Source: an optimization exercise on an open RTL-to-GDS flow (aim: small area, a short achievable clock period and few clock cycles). Production flows keep margins and buffers that such runs may drop.
Only simulation tests tie the RTL to the original design; equivalence was not proved.
No activity file was given, so power comes from the tool's default toggle rates.

==> flow/design.v <==
module kaq_div (
    input  wire               clk,
    input  wire               rst,
    input  wire               start,
    input  wire               long_op,    
    input  wire signed [63:0] num,
    input  wire signed [31:0] den,
    output reg                busy,
    output reg                done,       
    output reg  signed [63:0] q
);
    reg [63:0] dq;         
    reg [32:0] rem;
    reg [31:0] dmag;
    reg        neg;
    reg [6:0]  cnt;
    wire [63:0] num_mag = num[63] ? -num : num;
    wire [31:0] den_mag = den[31] ? -den : den;
    wire [33:0] rem_sh  = {rem, dq[63]};
    wire [33:0] rem_sub = rem_sh - {2'b00, dmag};
    wire        qbit    = ~rem_sub[33];
    always @(posedge clk) begin
        if (rst) begin
            busy <= 1'b0;
            done <= 1'b0;
            q    <= 64'sd0;
            dq   <= 64'd0;
            rem  <= 33'd0;
            dmag <= 32'd0;
            neg  <= 1'b0;
            cnt  <= 7'd0;
        end else begin
            done <= 1'b0;
            if (start && !busy) begin
                busy <= 1'b1;
                dq   <= long_op ? num_mag : {num_mag[31:0], 32'd0};
                rem  <= 33'd0;
                dmag <= den_mag;
                neg  <= num[63] ^ den[31];
                cnt  <= long_op ? 7'd64 : 7'd32;
            end else if (busy) begin
                rem <= qbit ? rem_sub[32:0] : rem_sh[32:0];
                dq  <= {dq[62:0], qbit};
                cnt <= cnt - 7'd1;
                if (cnt == 7'd1) begin
                    busy <= 1'b0;
                    done <= 1'b1;
                    q    <= neg ? -{dq[62:0], qbit} : {dq[62:0], qbit};
                end
            end
        end
    end
endmodule
module kaq_comp (
    input  wire         clk,
    input  wire         rst,
    input  wire         start,
    input  wire [247:0] cal,       
    input  wire [19:0]  raw_t,
    input  wire [19:0]  raw_p,
    input  wire [15:0]  raw_h,
    input  wire [9:0]   raw_g,
    input  wire [3:0]   raw_gr,
    input  wire [223:0] aqb,       
    input  wire [2:0]   aqn,
    output reg          busy,
    output reg          valid,
    output reg  [31:0]  t_fine,
    output reg  [31:0]  out_t,
    output reg  [31:0]  out_p,
    output reg  [31:0]  out_h,
    output reg  [31:0]  out_g,
    output reg  [2:0]   out_aq,
    output reg          p_err
);
    wire        [15:0] t1  = {cal[8*1 +: 8],  cal[8*0 +: 8]};
    wire signed [15:0] t2  = {cal[8*3 +: 8],  cal[8*2 +: 8]};
    wire signed [7:0]  t3  = cal[8*4 +: 8];
    wire        [15:0] p1  = {cal[8*6 +: 8],  cal[8*5 +: 8]};
    wire signed [15:0] p2  = {cal[8*8 +: 8],  cal[8*7 +: 8]};
    wire signed [7:0]  p3  = cal[8*9 +: 8];
    wire signed [15:0] p4  = {cal[8*11 +: 8], cal[8*10 +: 8]};
    wire signed [15:0] p5  = {cal[8*13 +: 8], cal[8*12 +: 8]};
    wire signed [7:0]  p6  = cal[8*14 +: 8];
    wire signed [7:0]  p7  = cal[8*15 +: 8];
    wire signed [15:0] p8  = {cal[8*17 +: 8], cal[8*16 +: 8]};
    wire signed [15:0] p9  = {cal[8*19 +: 8], cal[8*18 +: 8]};
    wire        [7:0]  p10 = cal[8*20 +: 8];
    wire        [15:0] h1  = {cal[8*22 +: 8], cal[8*21 +: 8]};
    wire        [15:0] h2  = {cal[8*24 +: 8], cal[8*23 +: 8]};
    wire signed [7:0]  h3  = cal[8*25 +: 8];
    wire signed [7:0]  h4  = cal[8*26 +: 8];
    wire signed [7:0]  h5  = cal[8*27 +: 8];
    wire        [7:0]  h6  = cal[8*28 +: 8];
    wire signed [7:0]  h7  = cal[8*29 +: 8];
    wire signed [7:0]  rse = cal[8*30 +: 8];
    reg [31:0] lut1;
    reg [31:0] lut2;
    always @(*) begin
        case (raw_gr)
            4'd5, 4'd13: lut1 = 32'd2126008810;
            4'd7:        lut1 = 32'd2130303777;
            4'd10:       lut1 = 32'd2143188679;
            4'd11:       lut1 = 32'd2136746228;
            default:     lut1 = 32'd2147483647;
        endcase
        case (raw_gr)
            4'd0:  lut2 = 32'd4096000000;
            4'd1:  lut2 = 32'd2048000000;
            4'd2:  lut2 = 32'd1024000000;
            4'd3:  lut2 = 32'd512000000;
            4'd4:  lut2 = 32'd255744255;
            4'd5:  lut2 = 32'd127110228;
            4'd6:  lut2 = 32'd64000000;
            4'd7:  lut2 = 32'd32258064;
            4'd8:  lut2 = 32'd16016016;
            4'd9:  lut2 = 32'd8000000;
            4'd10: lut2 = 32'd4000000;
            4'd11: lut2 = 32'd2000000;
            4'd12: lut2 = 32'd1000000;
            4'd13: lut2 = 32'd500000;
            4'd14: lut2 = 32'd250000;
            default: lut2 = 32'd125000;
        endcase
    end
    localparam [5:0]
        S_IDLE = 6'd0,
        S_T0   = 6'd1,  S_T1  = 6'd2,  S_T2  = 6'd3,  S_T3  = 6'd4,  S_T4  = 6'd5,
        S_P0   = 6'd6,  S_P1  = 6'd7,  S_P2  = 6'd8,  S_P3  = 6'd9,  S_P4  = 6'd10,
        S_P5   = 6'd11, S_P6  = 6'd12, S_P7  = 6'd13, S_P8  = 6'd14, S_P9  = 6'd15,
        S_P10  = 6'd16, S_P11 = 6'd17, S_P12 = 6'd18, S_P13 = 6'd19, S_P14 = 6'd20,
        S_P15  = 6'd21, S_P16 = 6'd22, S_P17 = 6'd23,
        S_H0   = 6'd24, S_H1  = 6'd25, S_H2  = 6'd26, S_H3  = 6'd27, S_H4  = 6'd28,
        S_H5   = 6'd29, S_H6  = 6'd30, S_H7  = 6'd31, S_H8  = 6'd32, S_H9  = 6'd33,
        S_H10  = 6'd34, S_H11 = 6'd35, S_H12 = 6'd36, S_H13 = 6'd37, S_H14 = 6'd38,
        S_G0   = 6'd39, S_G1  = 6'd40, S_G2  = 6'd41, S_G3  = 6'd42,
        S_AQ   = 6'd43;
    reg [5:0] step;
    reg       div_wait;    
    reg signed [31:0] r_a;       
    reg signed [31:0] r_b;       
    reg signed [31:0] r_c;       
    reg signed [31:0] r_d;       
    reg signed [31:0] r_pc;      
    reg signed [31:0] r_tf;      
    reg signed [31:0] r_ts;      
    reg signed [63:0] r_w;       
    reg  signed [32:0] ma, mb;
    wire signed [65:0] prod  = ma * mb;
    wire signed [31:0] prod32 = prod[31:0];
    reg                div_start;
    reg                div_long;
    reg  signed [63:0] div_num;
    reg  signed [31:0] div_den;
    wire               div_busy, div_done;
    wire signed [63:0] div_q;
    wire signed [31:0] div_q32 = div_q[31:0];
    kaq_div u_div (
        .clk(clk), .rst(rst), .start(div_start), .long_op(div_long),
        .num(div_num), .den(div_den),
        .busy(div_busy), .done(div_done), .q(div_q)
    );
    function signed [32:0] sx(input signed [31:0] v);
        sx = {v[31], v};
    endfunction
    function [2:0] bucket(input [31:0] x);
        integer i;
        begin
            bucket = 3'd0;
            for (i = 0; i < 7; i = i + 1)
                if (i < aqn && x >= aqb[32*i +: 32])
                    bucket = bucket + 3'd1;
        end
    endfunction
    wire signed [31:0] t3_x16    = $signed({{20{t3[7]}}, t3, 4'd0});
    wire signed [31:0] p3_x32    = $signed({{19{p3[7]}}, p3, 5'd0});
    wire signed [31:0] rse_scale = 32'sd1340 + 32'sd5 * rse;
    wire signed [31:0] g_var2    = $signed({7'd0, raw_g, 15'd0}) - 32'sd16777216 + r_a;
    wire signed [31:0] h_sum     = r_b + r_d + 32'sd16384;
    wire signed [31:0] p_base    = 32'sd1048576 - $signed({12'd0, raw_p}) - (r_b >>> 12);
    wire signed [31:0] p_sum     = r_a + r_b + r_c + ($signed({{24{p7[7]}}, p7}) <<< 7);
    wire signed [31:0] h_tot     = r_c + r_d;
    always @(*) begin
        ma = 33'sd0;
        mb = 33'sd0;
        case (step)
            S_T1:  begin ma = sx(r_a);          mb = sx({{16{t2[15]}}, t2}); end
            S_T2:  begin ma = sx(r_a >>> 1);    mb = sx(r_a >>> 1); end
            S_T3:  begin ma = sx(r_c);          mb = sx(t3_x16); end
            S_P1:  begin ma = sx(r_a >>> 2);    mb = sx(r_a >>> 2); end
            S_P2:  begin ma = sx(r_d >>> 11);   mb = sx({{24{p6[7]}}, p6}); end
            S_P3:  begin ma = sx(r_a);          mb = sx({{16{p5[15]}}, p5}); end
            S_P5:  begin ma = sx(r_d >>> 13);   mb = sx(p3_x32); end
            S_P6:  begin ma = sx({{16{p2[15]}}, p2});           mb = sx(r_a); end
            S_P7:  begin ma = sx(32'sd32768 + r_a); mb = {17'd0, p1}; end
            S_P8:  begin ma = sx(p_base);       mb = 33'sd3125; end
            S_P11: begin ma = sx(r_pc >>> 3);   mb = sx(r_pc >>> 3); end
            S_P12: begin ma = sx({{16{p9[15]}}, p9});           mb = sx(r_c >>> 13); end
            S_P13: begin ma = sx(r_pc >>> 2);   mb = sx({{16{p8[15]}}, p8}); end
            S_P14: begin ma = sx(r_pc >>> 8);   mb = sx(r_pc >>> 8); end
            S_P15: begin ma = sx(r_c);          mb = sx(r_pc >>> 8); end
            S_P16: begin ma = sx(r_c);          mb = {25'd0, p10}; end
            S_H0:  begin ma = sx(r_ts);         mb = sx({{24{h3[7]}}, h3}); end
            S_H2:  begin ma = sx(r_ts);         mb = sx({{24{h4[7]}}, h4}); end
            S_H4:  begin ma = sx(r_ts);         mb = sx({{24{h5[7]}}, h5}); end
            S_H6:  begin ma = sx(r_ts);         mb = sx(r_d); end
            S_H8:  begin ma = {17'd0, h2};      mb = sx(h_sum); end
            S_H9:  begin ma = sx(r_a);          mb = sx(r_b); end
            S_H10: begin ma = sx(r_ts);         mb = sx({{24{h7[7]}}, h7}); end
            S_H12: begin ma = sx(r_c >>> 14);   mb = sx(r_c >>> 14); end
            S_H13: begin ma = sx(r_b);          mb = sx(r_d); end
            S_H14: begin ma = sx(h_tot >>> 10); mb = 33'sd1000; end
            S_G0:  begin ma = sx(rse_scale);    mb = {1'b0, lut1}; end
            S_G1:  begin ma = {1'b0, lut2};     mb = sx(r_a); end
            default: ;
        endcase
    end
    always @(*) begin
        div_start = 1'b0;
        div_long  = 1'b0;
        div_num   = 64'sd0;
        div_den   = 32'sd100;
        case (step)
            S_P9: begin
                div_den = r_a;
                if (r_pc >= 32'sh40000000) div_num = {{32{r_pc[31]}}, r_pc};
                else                       div_num = {{32{r_pc[30]}}, r_pc <<< 1};
            end
            S_H1, S_H3, S_H5, S_H11: div_num = {{32{r_d[31]}}, r_d};
            S_H7:  div_num = {{32{r_c[31]}}, r_c >>> 6};
            S_G3: begin
                div_long = 1'b1;
                div_num  = r_w + (r_b >>> 1);
                div_den  = r_b;
            end
            default: ;
        endcase
        if (!div_wait && (step == S_P9 || step == S_H1 || step == S_H3 ||
                          step == S_H5 || step == S_H7 || step == S_H11 ||
                          step == S_G3))
            div_start = 1'b1;
    end
    wire [31:0] h_clamped = (prod32 >>> 12) < 0          ? 32'd0 :
                            (prod32 >>> 12) > 32'sd100000 ? 32'd100000 :
                                                            prod32 >>> 12;
    always @(posedge clk) begin
        if (rst) begin
            step     <= S_IDLE;
            div_wait <= 1'b0;
            busy     <= 1'b0;
            valid    <= 1'b0;
            t_fine   <= 32'd0;
            out_t    <= 32'd0;
            out_p    <= 32'd0;
            out_h    <= 32'd0;
            out_g    <= 32'd0;
            out_aq   <= 3'd0;
            p_err    <= 1'b0;
            r_a      <= 32'sd0;
            r_b      <= 32'sd0;
            r_c      <= 32'sd0;
            r_d      <= 32'sd0;
            r_pc     <= 32'sd0;
            r_tf     <= 32'sd0;
            r_ts     <= 32'sd0;
            r_w      <= 64'sd0;
        end else begin
            if (div_start) div_wait <= 1'b1;
            case (step)
                S_IDLE: if (start) begin
                    busy  <= 1'b1;
                    valid <= 1'b0;
                    step  <= S_T0;
                end
                S_T0: begin
                    r_a  <= $signed({12'd0, raw_t} >> 3) - $signed({15'd0, t1, 1'b0});
                    step <= S_T1;
                end
                S_T1: begin r_b <= prod >>> 11; step <= S_T2; end
                S_T2: begin r_c <= prod >>> 12; step <= S_T3; end
                S_T3: begin r_tf <= r_b + (prod >>> 14); step <= S_T4; end
                S_T4: begin
                    r_ts   <= (r_tf * 32'sd5 + 32'sd128) >>> 8;
                    t_fine <= r_tf;
                    out_t  <= (r_tf * 32'sd5 + 32'sd128) >>> 8;
                    step   <= S_P0;
                end
                S_P0: begin r_a <= (r_tf >>> 1) - 32'sd64000; step <= S_P1; end
                S_P1: begin r_d <= prod32; step <= S_P2; end
                S_P2: begin r_b <= prod32 >>> 2; step <= S_P3; end
                S_P3: begin r_b <= r_b + (prod32 <<< 1); step <= S_P4; end
                S_P4: begin
                    r_b  <= (r_b >>> 2) + ($signed({{16{p4[15]}}, p4}) <<< 16);
                    step <= S_P5;
                end
                S_P5: begin r_c <= prod32 >>> 3; step <= S_P6; end
                S_P6: begin r_a <= (r_c + (prod32 >>> 1)) >>> 18; step <= S_P7; end
                S_P7: begin r_a <= prod32 >>> 15; step <= S_P8; end
                S_P8: begin
                    r_pc <= prod32;
                    if (r_a == 32'sd0) begin
                        p_err <= 1'b1;
                        out_p <= 32'd0;
                        step  <= S_H0;
                    end else begin
                        p_err <= 1'b0;
                        step  <= S_P9;
                    end
                end
                S_P9: if (div_done) begin
                    div_wait <= 1'b0;
                    if (r_pc >= 32'sh40000000) r_pc <= div_q32 <<< 1;
                    else                       r_pc <= div_q32;
                    step <= S_P11;
                end
                S_P11: begin r_c <= prod32; step <= S_P12; end
                S_P12: begin r_a <= prod32 >>> 12; step <= S_P13; end
                S_P13: begin r_b <= prod32 >>> 13; step <= S_P14; end
                S_P14: begin r_c <= prod32; step <= S_P15; end
                S_P15: begin r_c <= prod32; step <= S_P16; end
                S_P16: begin r_c <= prod32 >>> 17; step <= S_P17; end
                S_P17: begin
                    out_p <= r_pc + (p_sum >>> 4);
                    step  <= S_H0;
                end
                S_H0: begin r_d <= prod32; step <= S_H1; end
                S_H1: if (div_done) begin
                    div_wait <= 1'b0;
                    r_a  <= $signed({16'd0, raw_h}) - $signed({12'd0, h1, 4'd0}) - (div_q32 >>> 1);
                    step <= S_H2;
                end
                S_H2: begin r_d <= prod32; step <= S_H3; end
                S_H3: if (div_done) begin
                    div_wait <= 1'b0;
                    r_b  <= div_q32;
                    step <= S_H4;
                end
                S_H4: begin r_d <= prod32; step <= S_H5; end
                S_H5: if (div_done) begin
                    div_wait <= 1'b0;
                    r_d  <= div_q32;
                    step <= S_H6;
                end
                S_H6: begin r_c <= prod32; step <= S_H7; end
                S_H7: if (div_done) begin
                    div_wait <= 1'b0;
                    r_d  <= div_q32;
                    step <= S_H8;
                end
                S_H8: begin r_b <= prod32 >>> 10; step <= S_H9; end
                S_H9: begin r_c <= prod32; step <= S_H10; end
                S_H10: begin r_d <= prod32; step <= S_H11; end
                S_H11: if (div_done) begin
                    div_wait <= 1'b0;
                    r_b  <= (($signed({16'd0, h6, 7'd0})) + div_q32) >>> 4;
                    step <= S_H12;
                end
                S_H12: begin r_d <= prod32 >>> 10; step <= S_H13; end
                S_H13: begin r_d <= prod32 >>> 1; step <= S_H14; end
                S_H14: begin out_h <= h_clamped; step <= S_G0; end
                S_G0: begin r_a <= prod >>> 16; step <= S_G1; end
                S_G1: begin r_w <= prod >>> 9; r_b <= g_var2; step <= S_G3; end
                S_G3: if (div_done) begin
                    div_wait <= 1'b0;
                    out_g <= div_q32;
                    step  <= S_AQ;
                end
                S_AQ: begin
                    out_aq <= bucket(out_g);
                    busy   <= 1'b0;
                    valid  <= 1'b1;
                    step   <= S_IDLE;
                end
                default: step <= S_IDLE;
            endcase
        end
    end
endmodule
==> flow/run.sh <==
#!/bin/bash
# synth_recipe.tcl (not shown) runs the flow's synth.tcl, then flattens the netlist and writes it again
# the make line also repeats each setting of config.mk as NAME=value (left out here)
make -C /OpenROAD-flow-scripts/flow DESIGN_CONFIG=/design/flow/config.mk WORK_HOME=/design/flow/orfs CLKGATE_MAP_FILE= SYNTH_SCRIPT=/design/flow/synth_recipe.tcl finish
==> flow/config.mk <==
export PLATFORM = sky130hd
export DESIGN_NAME = kaq_comp
export DESIGN_NICKNAME = kaq_comp
export VERILOG_FILES = /design/flow/design.v
export SDC_FILE = /design/flow/constraint.sdc
export NUM_CORES = 4
export LEC_CHECK = 0
export CAP_MARGIN = 20
export CELL_PAD_IN_SITES_DETAIL_PLACEMENT = 1
export CELL_PAD_IN_SITES_GLOBAL_PLACEMENT = 2
export CORE_MARGIN = 2
export CORE_UTILIZATION = 35
export SLEW_MARGIN = 20
==> flow/constraint.sdc <==
create_clock -name core_clock -period 18.0 [get_ports {clk}]
set_input_delay 3.6000 -clock core_clock [delete_from_list [all_inputs] [get_ports {clk}]]
set_output_delay 3.6000 -clock core_clock [all_outputs]
set_load 0.01 [all_outputs]
==> impl_metrics.toml <==
[worst_setup_path]
cp_slowest_cell = "clkdlybuf4s50_1"
critPathLaunchType = "input pin"
crit_type = "input pin to flop"
reg2reg_from = "step[3]"
required_ns = 18.72
crit_top_cell = "fa_1"
rrSetupSlack_ns = 2.79
critPathMaxFanout = 12
timing.rr.end = "r_a[15]"
reg2reg_depth = 48
cp_slowest_stage_delay_ns = 0.75
critical_path_arrival_ns = 18.00
critPathCaptureType = "flop"

[floorplanning]
dieArea_mm2 = 0.301
core_mm2 = 0.294
die_w_um = 548
die_y_um = 548
start_util_pct = 35.2
io_pins = 714
rows = 199

[synth]
synth_edf_count = 0
syn_inst = 13200
synth.cell_area_mm2 = 0.104
syn_avg_cell_area_um2 = 7.87
ys.flop_type = "dfxtp_1"
synthArstFlopShare_pct = 0
synth_cell_types = 116
yosys_warnings = 2
seq_area_frac_synth_pct = 11.0
ys_ff_latch = 572

[detailed_routing]
final_antenna_net_count = 0
drt_iter0_drc = 13100
via_per_inst = 6.25
routed_wl_mm = 676
top_layer = "met5"
wl_met3_mm = 71.2
wl_per_cell_um = 37.3
wl_met2_mm = 282
vias = 113000
drt-pass1-iter-count = 10
met1_length_mm = 259
drc = 0

[clock_network]
postCtsSetupBuffers = 0
cts_resized = 0
clk_pin_slew_ns = 0.06
cts_buffers = 82
ctsHtreeMaxLevel = 3
tritoncts = "yes"
cts_sinks = 572
clock_latency_ns = 0.77
ctsHoldBuffers = 0
cts-root-buf = "clkbuf_16"
clk_path_buf_depth = 3

[grt]
grt_overflow = 0
grt_usage_pct = 44.1
grt_pass1_vias = 114000
grt_pass1_wl_mm = 928
antenna_found_initial = 140
grt_max_degree = 100

[sta]
finalSetupViolCount = 0
finalHoldViolations = 0
tns_ns = 0
relSlewSlack_pct = 5.61
fin_crit_ns = 17.28
max_freq_mhz = 57.9
finalCritPeriodShare_pct = 96.0
slew_viol_final = 0
rsz0062_at_grt = "no"
worst-slew-pin-transition_ns = 1.42
fin_skew_ns = 0.0592

[final_layout]
fill_cells = 35200
fin_nets = 16800
fin_cells = 18100
layout_commonest_cell = "inv_1"
mostFrequentLayoutCells = "1582 x inv_1, 1504 x nand2_1, 1220 x nor2_1, 1220 x fa_1, 1013 x ha_1"
area_growth_pct = 18.9
layout-drive-gt1-share_pct = 9.07

[power_and_ir_drop]
p_leak_nw = 55.9
vdd_drop_max_v = 0.000196
power_density_mw_per_mm2 = 120

[status]
outcome = "no timing/DRC/antenna violations"

[place]
placedCellCount = 17900
port-buffer-count = 697
hpwl_mm = 535
gp_congestion = 1.11

[worst_hold_path]
hold_end = "out_h[14]"
holdPathStages = 2
hp-class = "flop to flop"
hp-start = "out_h[14]"

[run]
cap_violations = 0
==> cells in the mapped netlist (all sizes together) (27+ instances only) <==
cell / count / area [um2]
nor2: 1250 / 4700
buf: 152 / 772
o211ai: 77 / 578
a22o: 61 / 534
xnor2: 370 / 3240
xor2: 192 / 1690
o221ai: 50 / 438
dfxtp: 572 / 11500
a21o: 281 / 2110
nor4: 57 / 420
o21ai: 511 / 2560
o21a: 78 / 586
ha: 1013 / 12700
mux2i: 46 / 460
nor2b: 109 / 684
a221o: 48 / 480
nand4: 126 / 795
a22oi: 172 / 1300
or3: 73 / 457
nand2: 1510 / 5680
a211oi: 130 / 996
a221oi: 197 / 1770
nand3: 232 / 1180
or2: 68 / 425
o21bai: 50 / 375
o2111ai: 28 / 245
a211o: 27 / 238
and2: 77 / 482
clkbuf: 625 / 2350
nor3: 181 / 927
a311oi: 44 / 385
o31ai: 51 / 388
a2111oi: 43 / 418
and3: 110 / 688
a21oi: 1014 / 5090
a31oi: 96 / 601
fa: 1220 / 24400
o22ai: 56 / 350
a222oi: 81 / 811
nand2b: 223 / 1400
inv: 1583 / 5940
==> flip-flops by register name, indices dropped and copies added, names as in the netlist, 3 cells and up <==
signal and count:
out_h 19, u_div.q 32, u_div.dmag 32, r_tf 32
r_c 32, out_aq 3, r_a 32, r_pc 32
step 6, r_d 32, u_div.cnt 7, out_g 32
t_fine 32, u_div.rem 33, r_b 32, u_div.dq 64
out_t 24, out_p 32, r_w 57
==> through the flow <==
stage	util, %	power [mW]	hold WS (ns)	worst slack [ns]	area, um2
6_report	41.9	14.8	0.448	0.721	123000
5_1_grt	41.8	15.1	0.464	0.212	123000
3_3_place_gp	40.8	12.2	0.443	0.428	120000
3_5_place_dp	40.8	12.3	0.446	0.193	120000
2_1_floorplan	-	6.36	0.429	1.83	104000
4_1_cts	41.7	14.2	0.455	0.923	123000
==> cell type report <==
cell class	count	area (um2)	area share (%)
Antenna cell	113	283	0.229
Clock buffer	107	2240	1.81
Clock inverter	39	548	0.445
Inverter	1587	5960	4.83
Multi-Input combinational cell	10200	84100	68.3
Sequential cell	572	11500	9.32
Tap cell	3919	4900	3.98
Timing Repair Buffer	1535	13700	11.1
==> power breakdown <==
group	switching [mW]	leakage [nW]	internal (mW)
Combinational	7.91	49.9	3.55
Clock	0.755	1.37	1.01
Sequential	0.206	4.62	1.35
==> routing by layer <==
metal  track usage, %  vias to the layer above
li1                 -                    46800
met2             64.2                     6699
met3             14.8                     2083
met4             34.8                       42
met1             53.2                    57600
met5            0.317                        -
==> kinds of logic (layout without fill, tap and decap cells) <==
kind of cell             Yosys count  in the layout  synth area share [%]
AND/OR/NAND/NOR                 4110           4110                  18.0
AO/OA/AOI/OAI                   3277           3277                  21.2
buffers and inverters           2364           3268                  8.76
adder cells (fa/ha/maj)         2233           2233                  35.8
flip-flops                       572            572                  11.0
XOR/XNOR                         562            562                  4.75
multiplexers                      52             52                 0.520
other                              1            126               0.00362
==> worst max-delay path, delay by kind of cell <==
family                     cells  cell delay, ns
and+or+nand+nor                8            1.77
xor gates and xnor gates       2            0.54
buffers and inverters          9            1.68
AOI/OAI and AO/OA             19            4.52
adders and majority gates     13            5.80
==> worst max path at each step <==
stage | startpoint | endpoint | cells after the start
floorplan | cal[242] | r_a[15] | 51
global placement | cal[241] | r_tf[31] | 52
detailed placement | cal[241] | r_a[15] | 51
CTS | cal[241] | r_a[15] | 51
global route | cal[241] | r_tf[23] | 55
finish | cal[241] | r_a[15] | 51
Testbench counts, summed over its fixed seeds: cycles 117,120.

-- what the ideal ports hide --
Ports are ideal in the flow. The routed layout listed here was re-timed in OpenROAD. Step 1: set_driving_cell puts a clkbuf_16 on clk and a buf_2 on each other input, an assumption about the parent block. Step 2 times the ports against the registers' clock, not the clock port: input delays grow and output delays shrink by t, the midpoint of the rising clock arrivals with the driver on. Slacks: ideal / step 1 / step 2; pairs: ideal / step 1.
t (ns): 0.860
setup slack, ns: 0.721 / 0.815 / -0.045
worst setup path at the end: input to register
slew at the worst register clock pin (ns): 0.07 / 0.07
Met with ideal ports but missed after step 2: setup timing in this run. For this run, drivers alone change the setup slack by +0.094 ns; drivers and shift together by -0.766 ns.
